What follows belongs to an exercise in optimizing a design on an open flow for small area, a short achievable clock period and few clock cycles per item; a production flow would make more cautious choices.
At most, simulation tests tie the RTL to the original design; equivalence was not proved.
Function not checked in run 1: the RTL went through the layout flow alone.

<file path="flow/flow/run.sh">
#!/bin/bash
# Own flow: the standard layout, but synthesis maps with an ABC script
# suited to XOR-heavy logic (flow/abc.script) and skips the full/half adder
# extraction. Everything else (registers, flattening, renaming, all layout
# steps) is the standard flow's.
set -euo pipefail
W=$(pwd)
SYN=$FLOW_HOME/scripts/synth.tcl
# 1) synthesis script: ORFS synth.tcl with the two changes
sed -e 's|^\(\s*\)\[env_var_exists_and_non_empty ADDER_MAP_FILE\] &&|\10 \&\& [env_var_exists_and_non_empty ADDER_MAP_FILE] \&\&|' \
    -e "s|^\(\s*\)log_cmd abc {\*}\$abc_args|\1log_cmd abc -script $W/flow/abc.script {*}[lrange \$abc_args 2 end]|" \
    "$SYN" > "$W/synth_own.tcl"
grep -q '0 && \[env_var_exists_and_non_empty ADDER_MAP_FILE\]' "$W/synth_own.tcl"
grep -q "log_cmd abc -script $W/flow/abc.script" "$W/synth_own.tcl"
sed "s|source \$::env(SCRIPTS_DIR)/synth.tcl|source $W/synth_own.tcl|" synth_recipe.tcl > "$W/synth_recipe_own.tcl"
grep -q "source $W/synth_own.tcl" "$W/synth_recipe_own.tcl"
# 2) the standard layout command with that synthesis script
sed "s|SYNTH_SCRIPT=[^ ]*|SYNTH_SCRIPT=$W/synth_recipe_own.tcl|" standard.sh > "$W/standard_own.sh"
grep -q "SYNTH_SCRIPT=$W/synth_recipe_own.tcl" "$W/standard_own.sh"
bash "$W/standard_own.sh" > "$W/flow_make.log" 2>&1
</file>
<file path="flow/flow/abc.script">
strash
&get -n
&dch -x
&nf -R 1000
&put
buffer -c
topo
stime -c
upsize -c
dnsize -c
</file>
<file path="flow/standard.sh">
#!/bin/bash
# synth_recipe.tcl (not shown) runs the flow's synth.tcl, then flattens the netlist and writes it again
# the make line also repeats each setting of config.mk as NAME=value (left out here)
make -C /OpenROAD-flow-scripts/flow DESIGN_CONFIG=/design/flow/config.mk WORK_HOME=/design/flow/orfs CLKGATE_MAP_FILE= SYNTH_SCRIPT=/design/flow/synth_recipe.tcl "${@:-finish}"
</file>
<file path="flow/config.mk">
export PLATFORM = sky130hd
export DESIGN_NAME = aes256_core
export DESIGN_NICKNAME = aes256_core
export VERILOG_FILES = /design/flow/design.v
export SDC_FILE = /design/flow/constraint.sdc
export NUM_CORES = 8
export LEC_CHECK = 0
export CAP_MARGIN = 20
export CORE_MARGIN = 2
export CORE_UTILIZATION = 40
export SLEW_MARGIN = 20
</file>
<file path="flow/constraint.sdc">
create_clock -name core_clock -period 10.0 [get_ports {clk}]
set_input_delay 2.0000 -clock core_clock [delete_from_list [all_inputs] [get_ports {clk}]]
set_output_delay 2.0000 -clock core_clock [all_outputs]
set_load 0.01 [all_outputs]
</file>
<file path="flow/design.v">
module aes_sbox_a (input wire [7:0] x, input wire dec, output wire [11:0] m);
    wire t9 = x[0] ^ x[6];
    wire t10 = x[5] ^ t9;
    wire t11 = x[1] ^ x[2];
    wire t12 = x[7] ^ t10;
    wire t13 = x[1] ^ t10;
    wire t14 = t11 ^ t12;
    wire t15 = x[4] ^ t10;
    wire t16 = x[3] ^ t9;
    wire t17 = t11 ^ t16;
    wire t18 = x[0] ^ x[1];
    wire t19 = x[3] ^ x[4];
    wire t20 = t18 ^ t19;
    wire t21 = x[7] ^ t20;
    wire t22 = x[4] ^ x[6];
    wire t23 = t18 ^ t22;
    wire t24 = x[3] ^ x[6];
    wire t25 = t18 ^ t24;
    wire t26 = x[4] ^ x[7];
    wire t27 = x[0] ^ x[3];
    wire t28 = x[4] ^ t27;
    wire t29 = x[5] ^ t23;
    wire t30 = x[7] ^ t22;
    wire t31 = x[2] ^ x[5];
    wire t32 = x[7] ^ t31;
    wire t33 = ~t22;
    wire t34 = ~t25;
    wire t35 = ~t23;
    wire t36 = ~t28;
    wire t37 = ~t30;
    wire t38 = ~t32;
    wire t39 = dec ? t33 : t13;
    wire t40 = dec ? t34 : t12;
    wire t41 = dec ? t26 : t14;
    wire t42 = dec ? t35 : t15;
    wire t43 = dec ? t36 : t10;
    wire t44 = dec ? t29 : t17;
    wire t45 = dec ? t37 : t21;
    wire t46 = dec ? t38 : x[0];
    wire t47 = t39 ^ t43;
    wire t48 = t40 ^ t44;
    wire t49 = t41 ^ t45;
    wire t50 = t42 ^ t46;
    wire t51 = t47 ^ t48;
    wire t52 = t48 ^ t50;
    wire t53 = t47 ^ t49;
    wire t54 = t39 ^ t41;
    wire t55 = t40 ^ t42;
    wire t56 = t43 ^ t45;
    wire t57 = t44 ^ t46;
    wire t58 = t54 ^ t55;
    wire t59 = t56 ^ t57;
    wire t60 = t58 & t59;
    wire t61 = t54 & t56;
    wire t62 = t60 ^ t61;
    wire t63 = t55 & t57;
    wire t64 = t60 ^ t63;
    wire t65 = t62 ^ t64;
    wire t66 = t39 ^ t40;
    wire t67 = t43 ^ t44;
    wire t68 = t66 & t67;
    wire t69 = t39 & t43;
    wire t70 = t68 ^ t69;
    wire t71 = t40 & t44;
    wire t72 = t68 ^ t71;
    wire t73 = t64 ^ t70;
    wire t74 = t65 ^ t72;
    wire t75 = t41 ^ t42;
    wire t76 = t45 ^ t46;
    wire t77 = t75 & t76;
    wire t78 = t41 & t45;
    wire t79 = t77 ^ t78;
    wire t80 = t42 & t46;
    wire t81 = t77 ^ t80;
    wire t82 = t64 ^ t79;
    wire t83 = t65 ^ t81;
    wire t84 = t51 ^ t73;
    wire t85 = t48 ^ t74;
    wire t86 = t52 ^ t82;
    wire t87 = t53 ^ t83;
    wire t88 = t84 ^ t86;
    wire t89 = t85 ^ t87;
    wire t90 = t88 ^ t89;
    wire t91 = t84 ^ t85;
    wire t92 = t86 ^ t87;
    wire t93 = t91 & t92;
    wire t94 = t84 & t86;
    wire t95 = t93 ^ t94;
    wire t96 = t85 & t87;
    wire t97 = t93 ^ t96;
    wire t98 = t88 ^ t95;
    wire t99 = t90 ^ t97;
    wire t100 = t98 ^ t99;
    wire t101 = t92 & t100;
    wire t102 = t86 & t99;
    wire t103 = t101 ^ t102;
    wire t104 = t87 & t98;
    wire t105 = t101 ^ t104;
    wire t106 = t91 & t100;
    wire t107 = t84 & t99;
    wire t108 = t106 ^ t107;
    wire t109 = t85 & t98;
    wire t110 = t106 ^ t109;
    assign m[0] = t39;
    assign m[1] = t40;
    assign m[2] = t41;
    assign m[3] = t42;
    assign m[4] = t43;
    assign m[5] = t44;
    assign m[6] = t45;
    assign m[7] = t46;
    assign m[8] = t103;
    assign m[9] = t105;
    assign m[10] = t108;
    assign m[11] = t110;
endmodule
module aes_sbox_b (input wire [11:0] m, input wire dec, output wire [7:0] y);
    wire t13 = m[8] ^ m[10];
    wire t14 = m[9] ^ m[11];
    wire t15 = m[4] ^ m[6];
    wire t16 = m[5] ^ m[7];
    wire t17 = t13 ^ t14;
    wire t18 = t15 ^ t16;
    wire t19 = t17 & t18;
    wire t20 = t13 & t15;
    wire t21 = t19 ^ t20;
    wire t22 = t14 & t16;
    wire t23 = t19 ^ t22;
    wire t24 = t21 ^ t23;
    wire t25 = m[8] ^ m[9];
    wire t26 = m[4] ^ m[5];
    wire t27 = t25 & t26;
    wire t28 = m[4] & m[8];
    wire t29 = t27 ^ t28;
    wire t30 = m[5] & m[9];
    wire t31 = t27 ^ t30;
    wire t32 = t23 ^ t29;
    wire t33 = t24 ^ t31;
    wire t34 = m[10] ^ m[11];
    wire t35 = m[6] ^ m[7];
    wire t36 = t34 & t35;
    wire t37 = m[6] & m[10];
    wire t38 = t36 ^ t37;
    wire t39 = m[7] & m[11];
    wire t40 = t36 ^ t39;
    wire t41 = t23 ^ t38;
    wire t42 = t24 ^ t40;
    wire t43 = m[0] ^ m[2];
    wire t44 = m[1] ^ m[3];
    wire t45 = t43 ^ t44;
    wire t46 = t17 & t45;
    wire t47 = t13 & t43;
    wire t48 = t46 ^ t47;
    wire t49 = t14 & t44;
    wire t50 = t46 ^ t49;
    wire t51 = t48 ^ t50;
    wire t52 = m[0] ^ m[1];
    wire t53 = t25 & t52;
    wire t54 = m[0] & m[8];
    wire t55 = t53 ^ t54;
    wire t56 = m[1] & m[9];
    wire t57 = t53 ^ t56;
    wire t58 = t50 ^ t55;
    wire t59 = t51 ^ t57;
    wire t60 = m[2] ^ m[3];
    wire t61 = t34 & t60;
    wire t62 = m[2] & m[10];
    wire t63 = t61 ^ t62;
    wire t64 = m[3] & m[11];
    wire t65 = t61 ^ t64;
    wire t66 = t50 ^ t63;
    wire t67 = t51 ^ t65;
    wire t68 = t32 ^ t66;
    wire t69 = t33 ^ t42;
    wire t70 = t41 ^ t68;
    wire t71 = t42 ^ t59;
    wire t72 = t58 ^ t69;
    wire t73 = t32 ^ t33;
    wire t74 = t58 ^ t73;
    wire t75 = t67 ^ t68;
    wire t76 = t71 ^ t75;
    wire t77 = t69 ^ t70;
    wire t78 = t41 ^ t66;
    wire t79 = ~t72;
    wire t80 = ~t74;
    wire t81 = ~t71;
    wire t82 = ~t78;
    wire t83 = t32 ^ t58;
    wire t84 = t42 ^ t66;
    wire t85 = t33 ^ t83;
    wire t86 = t41 ^ t59;
    wire t87 = t67 ^ t84;
    wire t88 = t41 ^ t85;
    wire t89 = t85 ^ t87;
    wire t90 = t42 ^ t58;
    wire t91 = t32 ^ t86;
    wire t92 = t87 ^ t91;
    wire t93 = t83 ^ t84;
    wire t94 = t86 ^ t93;
    wire t95 = t33 ^ t58;
    wire t96 = dec ? t67 : t79;
    wire t97 = dec ? t83 : t80;
    wire t98 = dec ? t88 : t76;
    wire t99 = dec ? t89 : t77;
    wire t100 = dec ? t90 : t70;
    wire t101 = dec ? t92 : t81;
    wire t102 = dec ? t94 : t82;
    wire t103 = dec ? t95 : t68;
    assign y[0] = t96;
    assign y[1] = t97;
    assign y[2] = t98;
    assign y[3] = t99;
    assign y[4] = t100;
    assign y[5] = t101;
    assign y[6] = t102;
    assign y[7] = t103;
endmodule
module aes_sboxf_a (input wire [7:0] x, output wire [11:0] m);
    wire t8 = x[0] ^ x[6];
    wire t9 = x[5] ^ t8;
    wire t10 = x[1] ^ x[2];
    wire t11 = x[7] ^ t9;
    wire t12 = x[1] ^ t9;
    wire t13 = t10 ^ t11;
    wire t14 = x[4] ^ t9;
    wire t15 = x[3] ^ t8;
    wire t16 = t10 ^ t15;
    wire t17 = x[0] ^ x[1];
    wire t18 = x[3] ^ x[4];
    wire t19 = t17 ^ t18;
    wire t20 = x[7] ^ t19;
    wire t21 = t9 ^ t12;
    wire t22 = t11 ^ t16;
    wire t23 = t13 ^ t20;
    wire t24 = x[0] ^ t14;
    wire t25 = t21 ^ t22;
    wire t26 = t22 ^ t24;
    wire t27 = t21 ^ t23;
    wire t28 = t12 ^ t13;
    wire t29 = t11 ^ t14;
    wire t30 = t9 ^ t20;
    wire t31 = x[0] ^ t16;
    wire t32 = t28 ^ t29;
    wire t33 = t30 ^ t31;
    wire t34 = t32 & t33;
    wire t35 = t28 & t30;
    wire t36 = t34 ^ t35;
    wire t37 = t29 & t31;
    wire t38 = t34 ^ t37;
    wire t39 = t36 ^ t38;
    wire t40 = t11 ^ t12;
    wire t41 = t9 ^ t16;
    wire t42 = t40 & t41;
    wire t43 = t9 & t12;
    wire t44 = t42 ^ t43;
    wire t45 = t11 & t16;
    wire t46 = t42 ^ t45;
    wire t47 = t38 ^ t44;
    wire t48 = t39 ^ t46;
    wire t49 = t13 ^ t14;
    wire t50 = x[0] ^ t20;
    wire t51 = t49 & t50;
    wire t52 = t13 & t20;
    wire t53 = t51 ^ t52;
    wire t54 = x[0] & t14;
    wire t55 = t51 ^ t54;
    wire t56 = t38 ^ t53;
    wire t57 = t39 ^ t55;
    wire t58 = t25 ^ t47;
    wire t59 = t22 ^ t48;
    wire t60 = t26 ^ t56;
    wire t61 = t27 ^ t57;
    wire t62 = t58 ^ t60;
    wire t63 = t59 ^ t61;
    wire t64 = t62 ^ t63;
    wire t65 = t58 ^ t59;
    wire t66 = t60 ^ t61;
    wire t67 = t65 & t66;
    wire t68 = t58 & t60;
    wire t69 = t67 ^ t68;
    wire t70 = t59 & t61;
    wire t71 = t67 ^ t70;
    wire t72 = t62 ^ t69;
    wire t73 = t64 ^ t71;
    wire t74 = t72 ^ t73;
    wire t75 = t66 & t74;
    wire t76 = t60 & t73;
    wire t77 = t75 ^ t76;
    wire t78 = t61 & t72;
    wire t79 = t75 ^ t78;
    wire t80 = t65 & t74;
    wire t81 = t58 & t73;
    wire t82 = t80 ^ t81;
    wire t83 = t59 & t72;
    wire t84 = t80 ^ t83;
    assign m[0] = t12;
    assign m[1] = t11;
    assign m[2] = t13;
    assign m[3] = t14;
    assign m[4] = t9;
    assign m[5] = t16;
    assign m[6] = t20;
    assign m[7] = x[0];
    assign m[8] = t77;
    assign m[9] = t79;
    assign m[10] = t82;
    assign m[11] = t84;
endmodule
module aes_sboxf_b (input wire [11:0] m, output wire [7:0] y);
    wire t12 = m[8] ^ m[10];
    wire t13 = m[9] ^ m[11];
    wire t14 = m[4] ^ m[6];
    wire t15 = m[5] ^ m[7];
    wire t16 = t12 ^ t13;
    wire t17 = t14 ^ t15;
    wire t18 = t16 & t17;
    wire t19 = t12 & t14;
    wire t20 = t18 ^ t19;
    wire t21 = t13 & t15;
    wire t22 = t18 ^ t21;
    wire t23 = t20 ^ t22;
    wire t24 = m[8] ^ m[9];
    wire t25 = m[4] ^ m[5];
    wire t26 = t24 & t25;
    wire t27 = m[4] & m[8];
    wire t28 = t26 ^ t27;
    wire t29 = m[5] & m[9];
    wire t30 = t26 ^ t29;
    wire t31 = t22 ^ t28;
    wire t32 = t23 ^ t30;
    wire t33 = m[10] ^ m[11];
    wire t34 = m[6] ^ m[7];
    wire t35 = t33 & t34;
    wire t36 = m[6] & m[10];
    wire t37 = t35 ^ t36;
    wire t38 = m[7] & m[11];
    wire t39 = t35 ^ t38;
    wire t40 = t22 ^ t37;
    wire t41 = t23 ^ t39;
    wire t42 = m[0] ^ m[2];
    wire t43 = m[1] ^ m[3];
    wire t44 = t42 ^ t43;
    wire t45 = t16 & t44;
    wire t46 = t12 & t42;
    wire t47 = t45 ^ t46;
    wire t48 = t13 & t43;
    wire t49 = t45 ^ t48;
    wire t50 = t47 ^ t49;
    wire t51 = m[0] ^ m[1];
    wire t52 = t24 & t51;
    wire t53 = m[0] & m[8];
    wire t54 = t52 ^ t53;
    wire t55 = m[1] & m[9];
    wire t56 = t52 ^ t55;
    wire t57 = t49 ^ t54;
    wire t58 = t50 ^ t56;
    wire t59 = m[2] ^ m[3];
    wire t60 = t33 & t59;
    wire t61 = m[2] & m[10];
    wire t62 = t60 ^ t61;
    wire t63 = m[3] & m[11];
    wire t64 = t60 ^ t63;
    wire t65 = t49 ^ t62;
    wire t66 = t50 ^ t64;
    wire t67 = t31 ^ t65;
    wire t68 = t32 ^ t41;
    wire t69 = t40 ^ t67;
    wire t70 = t41 ^ t58;
    wire t71 = t57 ^ t68;
    wire t72 = t31 ^ t32;
    wire t73 = t57 ^ t72;
    wire t74 = t66 ^ t67;
    wire t75 = t70 ^ t74;
    wire t76 = t68 ^ t69;
    wire t77 = t40 ^ t65;
    wire t78 = ~t71;
    wire t79 = ~t73;
    wire t80 = ~t70;
    wire t81 = ~t77;
    assign y[0] = t78;
    assign y[1] = t79;
    assign y[2] = t75;
    assign y[3] = t76;
    assign y[4] = t69;
    assign y[5] = t80;
    assign y[6] = t81;
    assign y[7] = t67;
endmodule
module aes_mixcol (
    input  wire [31:0] c,
    output wire [31:0] y
);
    wire [7:0] a0 = c[7:0];
    wire [7:0] a1 = c[15:8];
    wire [7:0] a2 = c[23:16];
    wire [7:0] a3 = c[31:24];
    wire [7:0] x0 = {a0[6:0], 1'b0} ^ (a0[7] ? 8'h1b : 8'h00);
    wire [7:0] x1 = {a1[6:0], 1'b0} ^ (a1[7] ? 8'h1b : 8'h00);
    wire [7:0] x2 = {a2[6:0], 1'b0} ^ (a2[7] ? 8'h1b : 8'h00);
    wire [7:0] x3 = {a3[6:0], 1'b0} ^ (a3[7] ? 8'h1b : 8'h00);
    assign y[7:0]   = x0 ^ (x1 ^ a1) ^ a2 ^ a3;
    assign y[15:8]  = a0 ^ x1 ^ (x2 ^ a2) ^ a3;
    assign y[23:16] = a0 ^ a1 ^ x2 ^ (x3 ^ a3);
    assign y[31:24] = (x0 ^ a0) ^ a1 ^ a2 ^ x3;
endmodule
module aes_inv_mixcol (
    input  wire [31:0] c,
    output wire [31:0] y
);
    wire [7:0] a [0:3];
    wire [7:0] m2 [0:3];
    wire [7:0] m4 [0:3];
    wire [7:0] m8 [0:3];
    wire [7:0] m9 [0:3];
    wire [7:0] mb [0:3];
    wire [7:0] md [0:3];
    wire [7:0] me [0:3];
    genvar i;
    generate
        for (i = 0; i < 4; i = i + 1) begin : g_mul
            assign a[i]  = c[8*i+7:8*i];
            assign m2[i] = {a[i][6:0], 1'b0}  ^ (a[i][7]  ? 8'h1b : 8'h00);
            assign m4[i] = {m2[i][6:0], 1'b0} ^ (m2[i][7] ? 8'h1b : 8'h00);
            assign m8[i] = {m4[i][6:0], 1'b0} ^ (m4[i][7] ? 8'h1b : 8'h00);
            assign m9[i] = m8[i] ^ a[i];
            assign mb[i] = m8[i] ^ m2[i] ^ a[i];
            assign md[i] = m8[i] ^ m4[i] ^ a[i];
            assign me[i] = m8[i] ^ m4[i] ^ m2[i];
        end
    endgenerate
    assign y[7:0]   = me[0] ^ mb[1] ^ md[2] ^ m9[3];
    assign y[15:8]  = m9[0] ^ me[1] ^ mb[2] ^ md[3];
    assign y[23:16] = md[0] ^ m9[1] ^ me[2] ^ mb[3];
    assign y[31:24] = mb[0] ^ md[1] ^ m9[2] ^ me[3];
endmodule
module aes256_core (
    input  wire         clk,
    input  wire         rst,
    input  wire         start,
    input  wire [1:0]   op,
    input  wire [255:0] key,
    input  wire [127:0] din,
    output wire         ready,
    output reg          done,
    output reg          err,
    output reg  [127:0] dout
);
    function [127:0] sig;
        input [127:0] a;
        sig = {a[63:32], a[95:64], a[127:96], a[31:0]};
    endfunction
    reg [255:0] ks;          
    reg [255:0] ke;          
    reg         kv;          
    reg         wpend;       
    reg         wact;        
    reg         v1, d1, x1;  
    reg [3:0]   c1;          
    reg [127:0] s1;          
    reg [255:0] k1;          
    reg         v2, d2, x2;
    reg [3:0]   c2;
    reg [191:0] m2;          
    reg [47:0]  q2;          
    reg [255:0] k2;
    wire last2 = (c2 == 4'd13);
    wire free2 = !v2 || last2;      
    assign ready = free2 && !wpend && !wact;
    wire [127:0] sr;
    wire [191:0] ma;
    wire [47:0]  qa;
    genvar gi;
    generate
        for (gi = 0; gi < 16; gi = gi + 1) begin : g_a
            assign sr[8*gi+7:8*gi] =
                s1[8*((gi % 4) + 4*(((gi / 4) + (gi % 4)) % 4)) +: 8];
            aes_sbox_a u_sa (.x(sr[8*gi+7:8*gi]), .dec(d1), .m(ma[12*gi+11:12*gi]));
        end
        for (gi = 0; gi < 4; gi = gi + 1) begin : g_ka
            aes_sboxf_a u_ka (.x(k1[224+8*gi+7:224+8*gi]), .m(qa[12*gi+11:12*gi]));
        end
    endgenerate
    wire [127:0] b;
    wire [31:0]  sw;
    generate
        for (gi = 0; gi < 16; gi = gi + 1) begin : g_b
            aes_sbox_b u_sb (.m(m2[12*gi+11:12*gi]), .dec(d2), .y(b[8*gi+7:8*gi]));
        end
        for (gi = 0; gi < 4; gi = gi + 1) begin : g_kb
            aes_sboxf_b u_kb (.m(q2[12*gi+11:12*gi]), .y(sw[8*gi+7:8*gi]));
        end
    endgenerate
    wire [127:0] rk  = k2[255:128];
    wire [127:0] rks = sig(rk);
    wire [127:0] ns_e, ns_d;
    generate
        for (gi = 0; gi < 4; gi = gi + 1) begin : g_mc
            wire [31:0] mc, imc;
            aes_mixcol     u_mc  (.c(b[32*gi+31:32*gi]), .y(mc));
            aes_inv_mixcol u_imc (.c(b[32*gi+31:32*gi] ^ rks[32*gi+31:32*gi]), .y(imc));
            assign ns_e[32*gi+31:32*gi] = mc ^ rk[32*gi+31:32*gi];
            assign ns_d[32*gi+31:32*gi] = imc;
        end
    endgenerate
    wire [127:0] ns  = d2 ? ns_d : ns_e;
    wire [127:0] res = (d2 ? sig(b) : b) ^ rk;
    wire [7:0]  rcon = d2 ? (8'h40 >> c2[3:1]) : (8'h01 << c2[3:1]);
    wire [31:0] t    = c2[0] ? sw : ({sw[7:0], sw[31:8]} ^ {24'h0, rcon});
    wire [31:0] l0 = k2[31:0], l1 = k2[63:32], l2 = k2[95:64], l3 = k2[127:96];
    wire [31:0] n0 = l0 ^ t;
    wire [31:0] n1 = l1 ^ (d2 ? l0 : n0);
    wire [31:0] n2 = l2 ^ (d2 ? l1 : n1);
    wire [31:0] n3 = l3 ^ (d2 ? l2 : n2);
    wire [255:0] nk = {n3, n2, n1, n0, k2[255:128]};
    wire acc   = start && ready;
    wire blk   = acc && (op != 2'b00);
    wire launch = blk && kv;
    wire wlaunch = wpend && free2;
    always @(posedge clk) begin
        v2 <= v1; d2 <= d1; x2 <= x1; c2 <= c1;
        m2 <= ma; q2 <= qa; k2 <= k1;
        dout <= res;
        done <= 1'b0;
        err  <= 1'b0;
        if (launch) begin
            v1 <= 1'b1; d1 <= op[1]; x1 <= 1'b0; c1 <= 4'd0;
            s1 <= op[1] ? sig(din ^ ke[255:128]) : (din ^ ks[127:0]);
            k1 <= op[1] ? {ke[127:0], ke[255:128]} : ks;
        end else if (wlaunch) begin
            v1 <= 1'b1; d1 <= 1'b0; x1 <= 1'b1; c1 <= 4'd0;
            k1 <= ks;
        end else begin
            v1 <= v2 && !last2; d1 <= d2; x1 <= x2; c1 <= c2 + 4'd1;
            s1 <= ns;
            k1 <= nk;
        end
        if (acc && op == 2'b00) begin
            ks    <= key;
            kv    <= 1'b1;
            wpend <= 1'b1;
        end
        if (wlaunch) begin
            wpend <= 1'b0;
            wact  <= 1'b1;
        end
        if (blk && !kv) begin
            done <= 1'b1;
            err  <= 1'b1;
        end
        if (v2 && last2) begin
            done <= 1'b1;
            if (x2) begin
                ke   <= k2;
                wact <= 1'b0;
            end
        end
        if (rst) begin
            v1 <= 1'b0; v2 <= 1'b0;
            kv <= 1'b0; wpend <= 1'b0; wact <= 1'b0;
            done <= 1'b0;
        end
    end
endmodule
</file>
==> results of run 1 <==
[stage by stage]
stage,area (um2),instances,util (%)
floorplan,94700,9286,-
global placement,104000,12775,44.1
detailed placement,104000,12779,44.1
CTS,110000,13096,46.6
global route,110000,13113,46.6
finish,110000,13125,46.7
[how the worst max path moves through the flow]
stage                    start                to  slack, ns  cells past startpoint
6_report        m2[58]$_DFF_P_  s1[36]$_DFFE_PP_       4.17                     19
5_1_grt        m2[106]$_DFF_P_  s1[85]$_DFFE_PP_       3.86                     19
4_1_cts        m2[106]$_DFF_P_  s1[85]$_DFFE_PP_       4.21                     19
3_5_place_dp             op[0]   k1[202]$_DFF_P_       3.94                      9
3_3_place_gp             op[0]   k1[196]$_DFF_P_       3.93                      9
2_1_floorplan            op[1]   ks[0]$_DFFE_PP_       0.66                      4
[sequential cells by signal, summed over array words and instances (netlist names), 4 cells and up]
register	count
ke	256
q2	44
k1	256
k2	256
s1	128
m2	192
ks	256
c2	4
dout	128
c1	4
[cells in the mapped netlist (8+ instances only)]
master	number
xnor2_1	2709
xor2_1	1189
dfxtp_1	895
nor2_1	744
edfxtp_1	640
nand2_1	589
a21oi_1	577
o21ai_0	457
mux2i_1	323
clkbuf_1	239
a221o_1	160
xnor2_2	133
inv_1	104
o21ai_1	99
buf_1	51
xnor2_4	44
xor2_2	40
and2_1	24
o21a_1	22
a21oi_2	21
nand2b_1	19
nor2b_1	17
o211ai_1	15
o22ai_1	15
a31oi_1	14
buf_2	14
nor2_2	12
o21ai_2	12
a21oi_4	10
a21o_1	8
xor2_4	8
[final cells by class]
type                            count  area (um2)
Inverter                          106         408
Sequential cell                  1535       37100
Fill cell                       21812      126000
Clock inverter                    100        1230
Clock buffer                      217        4690
Timing Repair Buffer              651        6290
Antenna cell                       29        72.6
Tap cell                         3150        3940
Multi-Input combinational cell   7337       56100
[logic make-up (layout without fill, tap and decap cells)]
kind of cell              count (synthesis)  after routing  share of synthesized area [%]
xor gates and xnor gates               4125           4125                           40.6
DFF                                    1535           1535                           39.2
AOI/OAI and AO/OA                      1446           1446                           9.06
and+or+nand+nor                        1439           1439                           6.00
buffers and inverters                   414           1074                           1.68
muxes                                   327            327                           3.46
other                                     0             29                              0
[per-layer routing]
layer	routed length, um	share of wire, %	up-vias	global-route usage, %
li1	-	-	31759	-
met5	101	0.028	-	0
met3	35200	9.9	510	6.44
met2	152000	43	3144	42.8
met4	15100	4.2	14	10.8
met1	155000	43	33802	40.4
[worst max-delay path, delay by kind of cell (launching register included)]
kind	cells	cell delay, ns
flip-flops	1	0.45
AO/OA/AOI/OAI	3	0.59
XOR/XNOR	13	3.44
AND/OR/NAND/NOR	3	0.96
==> impl_metrics.py, run 1 <==
metrics = {
    "yosys": {
        "synth_cells": 9286,
        "synth_edf_count": 640,
        "yosys_warnings": 2,
        "synth_top_cell_by_area": "xnor2_1",
        "synth_top_area_share_pct": 25.1,
        "yosysSeqAreaShare_pct": 39.2,
        "synth_fp_nets": 9675,
        "synth_area_mm2": 0.0947,
        "ys_ff_latch": 1535,
        "synthFlopType": "dfxtp_1",
        "synth.area.top_cells": "xnor2_1 25%, edfxtp_1 20%, dfxtp_1 19%",
        "ys_async_sr_fraction_pct": 0,
        "ys_types": 64,
        "synth.avg_cell_area_um2": 10.2,
    },
    "setup_path": {
        "critical_path_class": "reg2reg",
        "cp_slowest_stage_delay_ns": 0.61,
        "crit_chain": "xnor2_2 -> xnor2_1 -> nor2_1 -> xor2_2 -> xnor2_2 -> xor2_1 -> xnor2_1 -> a21oi_1 -> o21ai_1 -> and2_1 -> xnor2_2 -> xnor2_1 -> xnor2_2 -> xnor2_1 -> xnor2_1 -> xnor2_1 -> xnor2_1 -> o21ai_0 -> nand2_1",
        "end_kind": "flip-flop",
        "cp_slowest_cell": "and2_1",
        "worst-r2r-cell-count": 19,
        "path_common_cell": "xnor2_1",
        "r2r_setup_slack_ns": 4.17,
        "crit_arrival_ns": 6.35,
        "cp-start-kind": "flip-flop",
        "r2r-start": "m2[58]$_DFF_P_",
        "reg2reg_to": "s1[36]$_DFFE_PP_",
        "crit_fanout": 5,
        "worstPathRequired_ns": 10.51,
    },
    "floorplanning": {
        "coreArea_mm2": 0.235,
        "fp.dieW_um": 491,
        "die_h_um": 491,
        "std_cell_rows": 178,
        "die_area_mm2": 0.241,
        "num_io_pins": 520,
        "start_util_pct": 40.2,
    },
    "detailed_routing": {
        "drt_iter0_markers": 8369,
        "route.detailed.drc": 0,
        "dr.pass1.iters": 8,
        "ant_nets": 0,
        "routed_wirelength_um": 357000,
        "vias_per_cell": 5.27,
        "wire_per_inst_um": 27.2,
        "vias": 69229,
    },
    "hold_path": {
        "hp-start": "k1[99]$_DFF_P_",
        "min_to": "k2[99]$_DFF_P_",
        "holdPathStages": 0,
        "min_path_type": "reg2reg",
    },
    "global_routing": {
        "grt_pass1_vias": 67099,
        "grt.total_usage_pct": 28.7,
        "grt_pass1_wl_um": 496000,
        "grt_overflow_total": 0,
        "grt_max_degree": 136,
        "grt_antenna_before_repair": 43,
    },
    "final_layout": {
        "synthToLayoutAreaGrowth_pct": 16.0,
        "final_common_cell": "xnor2_1",
        "final_cell_mix": "2707 x xnor2_1, 1189 x xor2_1, 892 x dfxtp_1",
        "finalNetCount": 10189,
        "layout-drive-gt1-share_pct": 7.34,
    },
    "placement": {
        "portBuffers": 519,
        "gp_congestion": 1.04,
        "dp_slack_ns": 3.94,
        "dp_hpwl_um": 283000,
    },
    "clock_tree": {
        "clk_pin_slew_worst_paths_ns": 0.06,
        "cts_made_buffers": 169,
        "ctsHoldBuffers": 0,
        "h-tree-depth": 4,
        "cts_resized": 0,
        "tritoncts": "yes",
        "post-cts-setup-buffers": 0,
        "clock_path_buffers": 3,
        "clock_latency_ns": 0.88,
        "cts_root_buf": "clkbuf_16",
        "cts_sinks": 1535,
    },
    "sta": {
        "fin_worst_skew_ns": 0.0701,
        "fin_tns_setup_ns": 0,
        "rsz0062_at_grt": "no",
        "slew_headroom_pct": -1.18,
        "fin_crit_ns": 5.83,
        "whs_ns": 0.304,
        "tightestPinTransition_ns": 1.51,
        "fin_crit_sh_pct": 58.3,
        "finalSetupViolations": 0,
        "fin_ws_ns": 4.17,
        "finalHoldViolCount": 0,
        "fmax_mhz": 171,
        "drv_slew": 5,
    },
    "status": {
        "status": "finished with violations",
        "so_faults": "capacitance limit, slew limit",
    },
    "run": {
        "drv_cap": 1,
    },
}
==> run 2, diff against run 1 <==
--- a/flow/design.v
+++ b/flow/design.v
@@ -403,35 +403,21 @@
     assign y[23:16] = a0 ^ a1 ^ x2 ^ (x3 ^ a3);
     assign y[31:24] = (x0 ^ a0) ^ a1 ^ a2 ^ x3;
 endmodule
-module aes_inv_mixcol (
+module aes_inv_mixcol_pre (
     input  wire [31:0] c,
     output wire [31:0] y
 );
-    wire [7:0] a [0:3];
-    wire [7:0] m2 [0:3];
-    wire [7:0] m4 [0:3];
-    wire [7:0] m8 [0:3];
-    wire [7:0] m9 [0:3];
-    wire [7:0] mb [0:3];
-    wire [7:0] md [0:3];
-    wire [7:0] me [0:3];
-    genvar i;
-    generate
-        for (i = 0; i < 4; i = i + 1) begin : g_mul
-            assign a[i]  = c[8*i+7:8*i];
-            assign m2[i] = {a[i][6:0], 1'b0}  ^ (a[i][7]  ? 8'h1b : 8'h00);
-            assign m4[i] = {m2[i][6:0], 1'b0} ^ (m2[i][7] ? 8'h1b : 8'h00);
-            assign m8[i] = {m4[i][6:0], 1'b0} ^ (m4[i][7] ? 8'h1b : 8'h00);
-            assign m9[i] = m8[i] ^ a[i];
-            assign mb[i] = m8[i] ^ m2[i] ^ a[i];
-            assign md[i] = m8[i] ^ m4[i] ^ a[i];
-            assign me[i] = m8[i] ^ m4[i] ^ m2[i];
+    function [7:0] x4;   
+        input [7:0] a;
+        reg   [7:0] t;
+        begin
+            t  = {a[6:0], 1'b0} ^ (a[7] ? 8'h1b : 8'h00);
+            x4 = {t[6:0], 1'b0} ^ (t[7] ? 8'h1b : 8'h00);
         end
-    endgenerate
-    assign y[7:0]   = me[0] ^ mb[1] ^ md[2] ^ m9[3];
-    assign y[15:8]  = m9[0] ^ me[1] ^ mb[2] ^ md[3];
-    assign y[23:16] = md[0] ^ m9[1] ^ me[2] ^ mb[3];
-    assign y[31:24] = mb[0] ^ md[1] ^ m9[2] ^ me[3];
+    endfunction
+    wire [7:0] u = x4(c[7:0]  ^ c[23:16]);
+    wire [7:0] v = x4(c[15:8] ^ c[31:24]);
+    assign y = {c[31:24] ^ v, c[23:16] ^ u, c[15:8] ^ v, c[7:0] ^ u};
 endmodule
 module aes256_core (
     input  wire         clk,
@@ -463,13 +449,18 @@
     reg [191:0] m2;          
     reg [47:0]  q2;          
     reg [255:0] k2;
-    wire last2 = (c2 == 4'd13);
-    wire free2 = !v2 || last2;      
-    assign ready = free2 && !wpend && !wact;
+    reg         v3, d3, x3;
+    reg [3:0]   c3;
+    reg [127:0] u3;          
+    reg [31:0]  w3;          
+    reg [255:0] k3;
+    wire last3 = (c3 == 4'd13);
+    wire free3 = !v3 || last3;      
+    assign ready = free3 && !wpend && !wact;
+    genvar gi;
     wire [127:0] sr;
     wire [191:0] ma;
     wire [47:0]  qa;
-    genvar gi;
     generate
         for (gi = 0; gi < 16; gi = gi + 1) begin : g_a
             assign sr[8*gi+7:8*gi] =
@@ -490,35 +481,35 @@
             aes_sboxf_b u_kb (.m(q2[12*gi+11:12*gi]), .y(sw[8*gi+7:8*gi]));
         end
     endgenerate
-    wire [127:0] rk  = k2[255:128];
-    wire [127:0] rks = sig(rk);
-    wire [127:0] ns_e, ns_d;
+    wire [127:0] ub = d2 ? (b ^ sig(k2[255:128])) : b;
+    wire [127:0] rk = k3[255:128];
+    wire [127:0] ns;
     generate
         for (gi = 0; gi < 4; gi = gi + 1) begin : g_mc
-            wire [31:0] mc, imc;
-            aes_mixcol     u_mc  (.c(b[32*gi+31:32*gi]), .y(mc));
-            aes_inv_mixcol u_imc (.c(b[32*gi+31:32*gi] ^ rks[32*gi+31:32*gi]), .y(imc));
-            assign ns_e[32*gi+31:32*gi] = mc ^ rk[32*gi+31:32*gi];
-            assign ns_d[32*gi+31:32*gi] = imc;
+            wire [31:0] pre, mc;
+            aes_inv_mixcol_pre u_pre (.c(u3[32*gi+31:32*gi]), .y(pre));
+            aes_mixcol u_mc (.c(d3 ? pre : u3[32*gi+31:32*gi]), .y(mc));
+            assign ns[32*gi+31:32*gi] = mc ^ (d3 ? 32'h0 : rk[32*gi+31:32*gi]);
         end
     endgenerate
-    wire [127:0] ns  = d2 ? ns_d : ns_e;
-    wire [127:0] res = (d2 ? sig(b) : b) ^ rk;
-    wire [7:0]  rcon = d2 ? (8'h40 >> c2[3:1]) : (8'h01 << c2[3:1]);
-    wire [31:0] t    = c2[0] ? sw : ({sw[7:0], sw[31:8]} ^ {24'h0, rcon});
-    wire [31:0] l0 = k2[31:0], l1 = k2[63:32], l2 = k2[95:64], l3 = k2[127:96];
+    wire [127:0] res = d3 ? sig(u3) : (u3 ^ rk);
+    wire [7:0]  rcon = d3 ? (8'h40 >> c3[3:1]) : (8'h01 << c3[3:1]);
+    wire [31:0] t    = c3[0] ? w3 : ({w3[7:0], w3[31:8]} ^ {24'h0, rcon});
+    wire [31:0] l0 = k3[31:0], l1 = k3[63:32], l2 = k3[95:64], l3 = k3[127:96];
     wire [31:0] n0 = l0 ^ t;
-    wire [31:0] n1 = l1 ^ (d2 ? l0 : n0);
-    wire [31:0] n2 = l2 ^ (d2 ? l1 : n1);
-    wire [31:0] n3 = l3 ^ (d2 ? l2 : n2);
-    wire [255:0] nk = {n3, n2, n1, n0, k2[255:128]};
-    wire acc   = start && ready;
-    wire blk   = acc && (op != 2'b00);
-    wire launch = blk && kv;
-    wire wlaunch = wpend && free2;
+    wire [31:0] n1 = l1 ^ (d3 ? l0 : n0);
+    wire [31:0] n2 = l2 ^ (d3 ? l1 : n1);
+    wire [31:0] n3 = l3 ^ (d3 ? l2 : n2);
+    wire [255:0] nk = {n3, n2, n1, n0, k3[255:128]};
+    wire acc     = start && ready;
+    wire blk     = acc && (op != 2'b00);
+    wire launch  = blk && kv;
+    wire wlaunch = wpend && free3;
     always @(posedge clk) begin
         v2 <= v1; d2 <= d1; x2 <= x1; c2 <= c1;
         m2 <= ma; q2 <= qa; k2 <= k1;
+        v3 <= v2; d3 <= d2; x3 <= x2; c3 <= c2;
+        u3 <= ub; w3 <= sw; k3 <= k2;
         dout <= res;
         done <= 1'b0;
         err  <= 1'b0;
@@ -530,7 +521,7 @@
             v1 <= 1'b1; d1 <= 1'b0; x1 <= 1'b1; c1 <= 4'd0;
             k1 <= ks;
         end else begin
-            v1 <= v2 && !last2; d1 <= d2; x1 <= x2; c1 <= c2 + 4'd1;
+            v1 <= v3 && !last3; d1 <= d3; x1 <= x3; c1 <= c3 + 4'd1;
             s1 <= ns;
             k1 <= nk;
         end
@@ -547,15 +538,15 @@
             done <= 1'b1;
             err  <= 1'b1;
         end
-        if (v2 && last2) begin
+        if (v3 && last3) begin
             done <= 1'b1;
-            if (x2) begin
-                ke   <= k2;
+            if (x3) begin
+                ke   <= k3;
                 wact <= 1'b0;
             end
         end
         if (rst) begin
-            v1 <= 1'b0; v2 <= 1'b0;
+            v1 <= 1'b0; v2 <= 1'b0; v3 <= 1'b0;
             kv <= 1'b0; wpend <= 1'b0; wact <= 1'b0;
             done <= 1'b0;
         end
--- a/flow/config.mk
+++ b/flow/config.mk
@@ -8,4 +8,5 @@
 export CAP_MARGIN = 20
 export CORE_MARGIN = 2
 export CORE_UTILIZATION = 40
+export SETUP_SLACK_MARGIN = 5
 export SLEW_MARGIN = 20
==> impl_metrics.py, run 2 <==
metrics = {
    "status": {
        "status": "no timing/DRC/antenna violations",
    },
    "yosys": {
        "synth.area.top_cells": "dfxtp_1 28%, xnor2_1 21%, edfxtp_1 20%",
        "synth_area_mm2": 0.0951,
        "yosysSeqAreaShare_pct": 47.9,
        "synthTopCellsByCount": "2267 x xnor2_1, 1318 x dfxtp_1, 1027 x xor2_1",
        "synth_cells": 9030,
        "synth_top_cell_by_area": "dfxtp_1",
        "ys_types": 67,
        "yosys_warnings": 2,
        "synthFlopType": "dfxtp_1",
        "ys_ff_latch": 1958,
        "synth.avg_cell_area_um2": 10.5,
        "synth_edf_count": 640,
        "synth_top_area_share_pct": 27.7,
        "ys_async_sr_fraction_pct": 0,
        "synth_fp_nets": 9419,
        "synth_most_common_cell": "xnor2_1",
    },
    "sta": {
        "slew_headroom_pct": 8.51,
        "fmax_mhz": 204,
        "fin_crit_ns": 4.90,
        "fin_crit_sh_pct": 49.0,
        "fin_tns_setup_ns": 0,
        "rsz0062_at_grt": "no",
        "drv_slew": 0,
        "tightestPinTransition_ns": 1.36,
        "fin_ws_ns": 5.10,
        "fin_worst_skew_ns": 0.0923,
        "finalSetupViolations": 0,
        "finalHoldViolCount": 0,
    },
    "placement": {
        "portBuffers": 519,
        "dp_hpwl_um": 287000,
        "gp_congestion": 1.02,
        "dp_cells": 12480,
        "dp_slack_ns": 4.13,
    },
    "global_routing": {
        "grt_overflow_total": 0,
        "grt_pass1_vias": 64573,
        "grt_max_degree": 182,
        "grt_antenna_before_repair": 109,
        "grt_pass1_wl_um": 497000,
        "grt.total_usage_pct": 29.1,
    },
    "run": {
        "drv_cap": 0,
    },
    "setup_path": {
        "path_common_cell": "xnor2_1",
        "worst-r2r-cell-count": 9,
        "crit_arrival_ns": 5.50,
        "path_buf_inv": 2,
        "cp_slowest_stage_delay_ns": 1.06,
        "crit_fanout": 78,
        "end_kind": "flip-flop",
        "cp_slowest_cell": "o21ai_0",
        "crit_family": "compound AO/OA/AOI/OAI gates",
        "critical_path_class": "reg2reg",
        "worstPathRequired_ns": 10.60,
        "cp.depth": 9,
        "crit_chain": "buf_4 -> buf_6 -> nand2_1 -> a22oi_1 -> xnor2_1 -> xnor2_1 -> xnor2_1 -> o21ai_0 -> nand2_1",
        "cp-start-kind": "flip-flop",
    },
    "clock_tree": {
        "cts_made_buffers": 209,
        "cts_sinks": 1958,
        "ctsHoldBuffers": 0,
        "h-tree-depth": 4,
        "clock_latency_ns": 0.92,
        "clk_pin_slew_worst_paths_ns": 0.07,
        "clock_path_buffers": 3,
        "tritoncts": "yes",
        "cts_root_buf": "clkbuf_16",
        "post-cts-setup-buffers": 0,
    },
    "detailed_routing": {
        "dr.pass1.iters": 5,
        "vias_per_cell": 5.25,
        "met3WireLength_um": 31800,
        "route.detailed.drc": 0,
        "met1Wirelength_um": 163000,
        "routed_wirelength_um": 363000,
        "wire_per_inst_um": 28.1,
        "routed.top_layer": "met5",
        "drt_iter0_markers": 8136,
        "vias": 67830,
        "ant_nets": 0,
        "wl_met2_um": 151000,
    },
    "hold_path": {
        "min_path_type": "reg2reg",
        "holdPathStages": 0,
    },
    "final_layout": {
        "nFillCells": 21726,
        "fin_util_pct": 47.0,
        "final_common_cell": "xnor2_1",
        "stdcell_count": 12930,
        "finalNetCount": 9913,
        "layout-drive-gt1-share_pct": 5.43,
        "final_cell_mix": "2266 x xnor2_1, 1313 x dfxtp_1, 1027 x xor2_1",
        "synthToLayoutAreaGrowth_pct": 17.2,
    },
    "floorplanning": {
        "fp.dieW_um": 492,
        "std_cell_rows": 179,
        "coreArea_mm2": 0.237,
        "die_h_um": 492,
        "start_util_pct": 40.1,
        "num_io_pins": 520,
        "die_area_mm2": 0.242,
    },
}
run 2: cell types whose count changed in the layout (fill, tap and decap cells not counted), sizes merged, moves of 26 or more:
cell    previous run  this run
xnor2           2886      2286
dfxtp            895      1318
xor2            1237      1036
a21oi            608       452
nand2b            19       107
nor2b             17        88
buf              133        69
nand2            589       649
clkbuf           217       273
o21ai            569       528
o22ai             15        48
nor2             760       732
a21o               8        34
run 2: area by class of cell:
| cell class | instances | area (um2) | area share, % |
|---|---|---|---|
| clock buffer | 273 | 5940 | 5.33 |
| antenna | 51 | 128 | 0.114 |
| sequential | 1958 | 45600 | 40.9 |
| multi-input combinational | 6663 | 48000 | 43.1 |
| timing repair buffer | 587 | 5840 | 5.24 |
| tap | 3167 | 3960 | 3.56 |
| inverter | 105 | 398 | 0.357 |
| clock inverter | 126 | 1590 | 1.42 |
run 2: worst reg2reg max path, stage by stage, from the launching register on:
cell and delay, ns:
dfxtp_4 0.80, buf_4 0.74, buf_6 0.60, nand2_1 0.21
a22oi_1 0.30, xnor2_1 0.37, xnor2_1 0.19, xnor2_1 0.19
o21ai_0 1.06, nand2_1 0.14
run 2: metal layers:
layer	global-route usage (%)	vias up
met3	6.24	502
met2	41.6	3016
li1	-	30974
met5	0	-
met1	42.0	33330
met4	12.7	8
run 2: logic make-up after synthesis:
family | count (synthesis) | share of synthesized area [%]
compound gates | 1356 | 8.63
xor+xnor | 3322 | 30.8
buf+inv | 409 | 1.69
flops | 1958 | 47.9
mux | 358 | 3.81
simple gates | 1627 | 7.10
run 2: worst paths after layout:
kind | end | startpoint | slack [ns]
worst max-delay path | s1[56]$_DFFE_PP_ | d3$_DFF_P_ | 5.10
worst min-delay path | k2[137]$_DFF_P_ | k1[137]$_DFF_P_ | 0.27
worst max register to register | s1[56]$_DFFE_PP_ | d3$_DFF_P_ | 5.10
worst min register to register | k2[137]$_DFF_P_ | k1[137]$_DFF_P_ | 0.27
run 2: stage by stage:
step / cell area, um2 / hold WS [ns]
2_1_floorplan: 95200 / 0.310
3_3_place_gp: 104000 / 0.310
3_5_place_dp: 104000 / 0.312
4_1_cts: 111000 / 0.275
5_1_grt: 111000 / 0.279
6_report: 111000 / 0.267
run 2: timing repair:
item | 4_1_cts | 5_1_grt
gates resized for setup | 4 | 8
endpoints found under the setup margin | 1 | 73
pin swaps | 0 | 0
Testbench counts of run 2, summed over its fixed seeds: cycles 12,192, blocks 768.
==> run 3, diff against run 2 <==
--- a/flow/config.mk
+++ b/flow/config.mk
@@ -8,5 +8,4 @@
 export CAP_MARGIN = 20
 export CORE_MARGIN = 2
 export CORE_UTILIZATION = 40
-export SETUP_SLACK_MARGIN = 5
 export SLEW_MARGIN = 20
==> impl_metrics.py, run 3 <==
metrics = {
    "detailed_routing": {
        "vias": 67424,
        "drt_iter0_markers": 7563,
        "wire_per_inst_um": 27.2,
        "ant_nets": 0,
        "vias_per_cell": 5.24,
        "dr.pass1.iters": 8,
        "routed_wirelength_um": 351000,
        "route.detailed.drc": 0,
    },
    "setup_path": {
        "r2r-start": "d3$_DFF_P_",
        "crit_fanout": 9,
        "r2r_setup_slack_ns": 5.10,
        "path_common_cell": "nor2b_1",
        "crit_end": "ready",
        "cp_slowest_cell": "clkdlybuf4s50_1",
        "path_buf_inv": 1,
        "startpoint": "c3[2]$_DFF_P_",
        "worstPathRequired_ns": 8.00,
        "crit_chain": "nor2b_1 -> and2_1 -> nand2_1 -> a21oi_1 -> nor2b_1 -> clkdlybuf4s50_1",
        "cp-start-kind": "flip-flop",
        "critical_path_class": "reg2out",
        "crit_arrival_ns": 3.17,
        "end_kind": "primary output",
        "worst-r2r-cell-count": 10,
        "reg2reg_to": "s1[33]$_DFFE_PP_",
        "crit_family": "simple AND/OR/NAND/NOR gates",
        "cp.depth": 6,
        "cp_slowest_stage_delay_ns": 0.60,
    },
    "sta": {
        "finalHoldViolCount": 0,
        "slew_headroom_pct": 8.78,
        "whs_ns": 0.305,
        "finalSetupViolations": 0,
        "tightestPinTransition_ns": 1.36,
        "fin_crit_sh_pct": 51.7,
        "fin_worst_skew_ns": 0.0578,
        "fin_crit_ns": 5.17,
        "rsz0062_at_grt": "no",
        "fin_ws_ns": 4.83,
        "fin_tns_setup_ns": 0,
        "drv_slew": 0,
        "fmax_mhz": 193,
    },
    "clock_tree": {
        "tritoncts": "yes",
        "cts_resized": 0,
        "clock_path_buffers": 3,
        "ctsHoldBuffers": 0,
        "cts_root_buf": "clkbuf_16",
        "post-cts-setup-buffers": 0,
        "cts_made_buffers": 205,
        "clk_pin_slew_worst_paths_ns": 0.06,
        "clock_latency_ns": 0.90,
        "cts_sinks": 1958,
        "h-tree-depth": 4,
    },
    "final_layout": {
        "stdcell_count": 12879,
        "fin_util_pct": 46.8,
        "synthToLayoutAreaGrowth_pct": 16.6,
        "finalNetCount": 9894,
        "final_cell_mix": "2266 x xnor2_1, 1314 x dfxtp_1, 1027 x xor2_1",
        "final_common_cell": "xnor2_1",
        "layout-drive-gt1-share_pct": 5.18,
        "final_area_mm2": 0.111,
    },
    "yosys": {
        "synth_top_cell_by_area": "dfxtp_1",
        "ys_ff_latch": 1958,
        "synthFlopType": "dfxtp_1",
        "synth_fp_nets": 9419,
        "synth_area_mm2": 0.0951,
        "synth_most_common_cell": "xnor2_1",
        "synth_top_area_share_pct": 27.7,
        "synth.area.top_cells": "dfxtp_1 28%, xnor2_1 21%, edfxtp_1 20%",
        "synth_cells": 9030,
        "ys_types": 67,
        "synth.avg_cell_area_um2": 10.5,
        "ys_async_sr_fraction_pct": 0,
        "yosys_warnings": 2,
        "synth_edf_count": 640,
        "synthTopCellsByCount": "2267 x xnor2_1, 1318 x dfxtp_1, 1027 x xor2_1",
        "yosysSeqAreaShare_pct": 47.9,
    },
    "placement": {
        "placed_cell_area_mm2": 0.104,
        "portBuffers": 519,
        "dp_slack_ns": 4.63,
        "dp_cells": 12465,
        "gp_congestion": 1.05,
        "dp_hpwl_um": 278000,
    },
    "global_routing": {
        "grt_pass1_vias": 64970,
        "grt_max_degree": 166,
        "grt_antenna_before_repair": 44,
        "grt.total_usage_pct": 28.2,
        "grt_overflow_total": 0,
        "grt_pass1_wl_um": 485000,
    },
    "hold_path": {
        "holdPathStages": 0,
        "min_path_type": "reg2reg",
    },
    "floorplanning": {
        "die_h_um": 492,
        "num_io_pins": 520,
        "fp.dieW_um": 492,
        "coreArea_mm2": 0.237,
        "std_cell_rows": 179,
        "die_area_mm2": 0.242,
        "start_util_pct": 40.1,
    },
    "run": {
        "drv_cap": 0,
    },
    "status": {
        "status": "no timing/DRC/antenna violations",
    },
}
==> run 3: worst min-delay path by stage <==
stage,from,endpoint
after floorplan,c1[0]$_SDFF_PP0_,c2[0]$_DFF_P_
after global placement,x1$_SDFF_PP0_,x2$_DFF_P_
after detailed placement,k2[43]$_DFF_P_,k3[43]$_DFF_P_
after CTS,k2[33]$_DFF_P_,k3[33]$_DFF_P_
after global routing,k2[33]$_DFF_P_,k3[33]$_DFF_P_
final,k1[39]$_DFF_P_,k2[39]$_DFF_P_
==> run 3: kinds of logic (layout without fill, tap and decap cells) <==
family	after synthesis	count (layout)	synth area share (%)
compound gates	1356	1356	8.63
other cells	0	24	0
flops	1958	1958	47.9
buf+inv	409	1067	1.69
simple gates	1627	1627	7.10
xor+xnor	3322	3322	30.8
mux	358	358	3.81
==> run 3: layout make-up <==
type / count / area, um2
flip-flops and latches: 1958 / 45600
inverters: 105 / 399
fillers: 21636 / 126000
diodes: 24 / 60.1
clock inverters: 110 / 1230
repair buffers: 572 / 5680
clock buffers: 280 / 5960
multi-input cells: 6663 / 48000
well taps: 3167 / 3960
==> run 3: layer usage <==
| layer | share of wire, % | track usage [%] |
|---|---|---|
| met1 | 44 | 40.1 |
| met2 | 43 | 42.3 |
| met3 | 7.8 | 4.68 |
| met4 | 4.4 | 11.2 |
| met5 | 0.042 | 0.337 |
==> run 4, diff against run 3 <==
--- a/flow/flow/run.sh
+++ b/flow/flow/run.sh
@@ -15,6 +15,10 @@
 sed "s|source \$::env(SCRIPTS_DIR)/synth.tcl|source $W/synth_own.tcl|" synth_recipe.tcl > "$W/synth_recipe_own.tcl"
 grep -q "source $W/synth_own.tcl" "$W/synth_recipe_own.tcl"
 # 2) the standard layout command with that synthesis script
-sed "s|SYNTH_SCRIPT=[^ ]*|SYNTH_SCRIPT=$W/synth_recipe_own.tcl|" standard.sh > "$W/standard_own.sh"
+# timing repair aims this far below the clock period (ns)
+MARGIN=$(cat "$W/flow/setup_margin")
+sed -e "s|SYNTH_SCRIPT=[^ ]*|SYNTH_SCRIPT=$W/synth_recipe_own.tcl|" \
+    -e "s|\"\${@:-finish}\"|SETUP_SLACK_MARGIN=$MARGIN \"\${@:-finish}\"|" standard.sh > "$W/standard_own.sh"
+grep -q "SETUP_SLACK_MARGIN=$MARGIN" "$W/standard_own.sh"
 grep -q "SYNTH_SCRIPT=$W/synth_recipe_own.tcl" "$W/standard_own.sh"
 bash "$W/standard_own.sh" > "$W/flow_make.log" 2>&1
==> flow/flow/setup_margin (new file) <==
6.5
==> impl_metrics.py, run 4 <==
metrics = {
    "sta": {
        "slew_headroom_pct": 17.5,
        "drv_slew": 0,
        "fmax_mhz": 242,
        "finalSetupViolations": 0,
        "rsz0062_at_grt": "yes",
        "fin_ws_ns": 5.86,
        "finalHoldViolCount": 0,
        "fin_crit_sh_pct": 41.4,
        "fin_crit_ns": 4.14,
        "fin_worst_skew_ns": 0.128,
        "fin_tns_setup_ns": 0,
        "tightestPinTransition_ns": 1.22,
    },
    "yosys": {
        "synth.area.top_cells": "dfxtp_1 28%, xnor2_1 21%, edfxtp_1 20%",
        "ys_async_sr_fraction_pct": 0,
        "synthFlopType": "dfxtp_1",
        "synthTopCellsByCount": "2267 x xnor2_1, 1318 x dfxtp_1, 1027 x xor2_1",
        "synth_top_area_share_pct": 27.7,
        "synth_area_mm2": 0.0951,
        "ys_types": 67,
        "synth.avg_cell_area_um2": 10.5,
        "yosys_warnings": 2,
        "synth_fp_nets": 9419,
        "synth_edf_count": 640,
        "ys_ff_latch": 1958,
        "synth_top_cell_by_area": "dfxtp_1",
        "synth_most_common_cell": "xnor2_1",
        "synth_cells": 9030,
        "yosysSeqAreaShare_pct": 47.9,
    },
    "setup_path": {
        "end_kind": "primary output",
        "crit_chain": "nor2b_4 -> and2_4 -> nand2_4 -> a21oi_4 -> nor2b_4 -> buf_6",
        "worstPathRequired_ns": 8.00,
        "critical_path_class": "reg2out",
        "path_buf_inv": 1,
        "cp_slowest_stage_delay_ns": 0.34,
        "crit_fanout": 2,
        "cp_slowest_cell": "dfxtp_4",
        "worst-r2r-cell-count": 17,
        "r2r-start": "d3$_DFF_P_",
        "path_common_cell": "nor2b_4",
        "crit_arrival_ns": 2.14,
        "cp-start-kind": "flip-flop",
        "reg2reg_to": "k1[229]$_DFF_P_",
        "r2r_setup_slack_ns": 6.20,
        "crit_family": "simple AND/OR/NAND/NOR gates",
        "cp.depth": 6,
    },
    "clock_tree": {
        "clock_path_buffers": 3,
        "cts_root_buf": "clkbuf_16",
        "tritoncts": "yes",
        "cts_made_buffers": 211,
        "cts_sinks": 1958,
        "h-tree-depth": 4,
        "clk_pin_slew_worst_paths_ns": 0.06,
        "clock_latency_ns": 0.94,
    },
    "detailed_routing": {
        "vias_per_cell": 5.33,
        "dr.pass1.iters": 6,
        "drt_iter0_markers": 8173,
        "ant_nets": 0,
        "wire_per_inst_um": 29.2,
        "vias": 70444,
        "route.detailed.drc": 0,
        "routed_wirelength_um": 386000,
    },
    "placement": {
        "portBuffers": 519,
        "gp_congestion": 0.999,
        "dp_slack_ns": 4.16,
        "dp_hpwl_um": 289000,
    },
    "global_routing": {
        "grt_pass1_vias": 67060,
        "grt_antenna_before_repair": 60,
        "grt_overflow_total": 0,
        "grt_pass1_wl_um": 519000,
        "grt.total_usage_pct": 30.6,
        "grt_max_degree": 154,
    },
    "floorplanning": {
        "die_h_um": 492,
        "std_cell_rows": 179,
        "coreArea_mm2": 0.237,
        "num_io_pins": 520,
        "fp.dieW_um": 492,
        "die_area_mm2": 0.242,
        "start_util_pct": 40.1,
    },
    "hold_path": {
        "min_path_type": "reg2reg",
        "min_to": "k3[80]$_DFF_P_",
        "holdPathStages": 0,
        "hp-start": "k2[80]$_DFF_P_",
    },
    "final_layout": {
        "final_cell_mix": "2084 x xnor2_1, 1294 x dfxtp_1, 914 x xor2_1",
        "synthToLayoutAreaGrowth_pct": 24.5,
        "final_common_cell": "xnor2_1",
        "finalNetCount": 10221,
        "layout-drive-gt1-share_pct": 14.1,
        "fin_util_pct": 50.0,
    },
    "run": {
        "drv_cap": 0,
    },
    "status": {
        "status": "no timing/DRC/antenna violations",
    },
}
run 4: changes by cell type in the layout (fill, tap and decap cells not counted), sizes merged, moves of 27 or more:
cell           change
clkdlybuf4s15     +49
clkdlybuf4s50    -132
buf              +335
dlygate4sd2       +51
clkinv            +27
run 4: worst max-delay path by stage:
| stage | from | endpoint | slack [ns] |
|---|---|---|---|
| 3_5_place_dp | op[1] | k1[32]$_DFF_P_ | 4.16 |
| 4_1_cts | c3[2]$_DFF_P_ | ready | 5.83 |
| 6_report | c3[2]$_DFF_P_ | ready | 5.86 |
| 3_3_place_gp | op[1] | k1[38]$_DFF_P_ | 4.17 |
| 5_1_grt | c3[2]$_DFF_P_ | ready | 5.78 |
| 2_1_floorplan | op[1] | ks[0]$_DFFE_PP_ | 1.00 |
run 4: kinds of logic (layout without fill, tap and decap cells):
| kind of cell | after synthesis | after routing | synth area share, % |
|---|---|---|---|
| AND/OR/NAND/NOR | 1627 | 1631 | 7.10 |
| multiplexers | 358 | 358 | 3.81 |
| AO/OA/AOI/OAI | 1356 | 1356 | 8.63 |
| flip-flops | 1958 | 1958 | 47.9 |
| buffers and inverters | 409 | 1398 | 1.69 |
| other | 0 | 28 | 0 |
| XOR/XNOR | 3322 | 3322 | 30.8 |
run 4: final cells by class:
cell class	count	area, um2
diodes	28	70.1
clock buffers	267	5940
clock inverters	137	1690
fillers	21158	119000
inverters	105	405
multi-input cells	6667	51900
flip-flops and latches	1958	45600
well taps	3167	3960
repair buffers	889	8900
run 4: stage by stage:
| stage | hold WS [ns] | instances | area [um2] |
|---|---|---|---|
| floorplan | 0.310 | 9030 | 95700 |
| global placement | 0.312 | 12468 | 104000 |
| detailed placement | 0.312 | 12468 | 104000 |
| CTS | 0.257 | 13055 | 115000 |
| global route | 0.252 | 13201 | 118000 |
| finish | 0.260 | 13218 | 118000 |
run 4: timing repair:
| action | 4_1_cts | 5_1_grt |
|---|---|---|
| setup endpoints to repair | 820 | 299 |
| pin swaps | 85 | 186 |
| gates resized for setup | 631 | 378 |
| hold buffers | 0 | 0 |
| setup buffers | 165 | 131 |
| cloned | 18 | 4 |
run 4: layer usage:
metal / share of wire, % / track usage, % / wire [um] / vias up
met5: 0.0093 / 0 / 36 / -
met4: 5.2 / 13.6 / 20300 / 6
met3: 9.3 / 5.90 / 35800 / 592
met2: 42 / 44.8 / 164000 / 3506
met1: 43 / 43.4 / 167000 / 34816
li1: - / - / - / 31524

separate check: timing with driven ports:
No port has a modelled driver above. Below, the same layouts with a new extraction and two added sets of constraints. Step 1: set_driving_cell puts a clkbuf_16 on clk and a buf_2 on each other input, an assumption about the parent block. Step 2 moves the port delays by t, midway between the first and last clock arrival at a register: inputs arrive t later, outputs are due t later. That takes back most of the time a late clock gives input paths. a / b / c = ideal ports / drivers / drivers and shift; a / b = the first two.
run | t (ns) | setup WS [ns] | worst hold slack (ns) | worst setup path after step 2 | pins driven straight from the clock port
run 1 | 0.949 | 4.166 / 4.166 / 3.819 | 0.304 / 0.304 / 0.304 | input to register | 1
run 2 | 0.965 | 5.101 / 5.101 / 4.355 | 0.267 / 0.267 / 0.267 | input to register | 1
run 3 | 0.975 | 4.827 / 4.727 / 4.618 | 0.305 / 0.305 / 0.305 | input to register | 1
run 4 | 0.974 | 5.862 / 5.764 / 5.608 | 0.260 / 0.260 / 0.260 | input to register | 1
For run 2, which loses most, drivers alone change the setup slack by 0.000 ns; drivers and shift together by -0.746 ns.
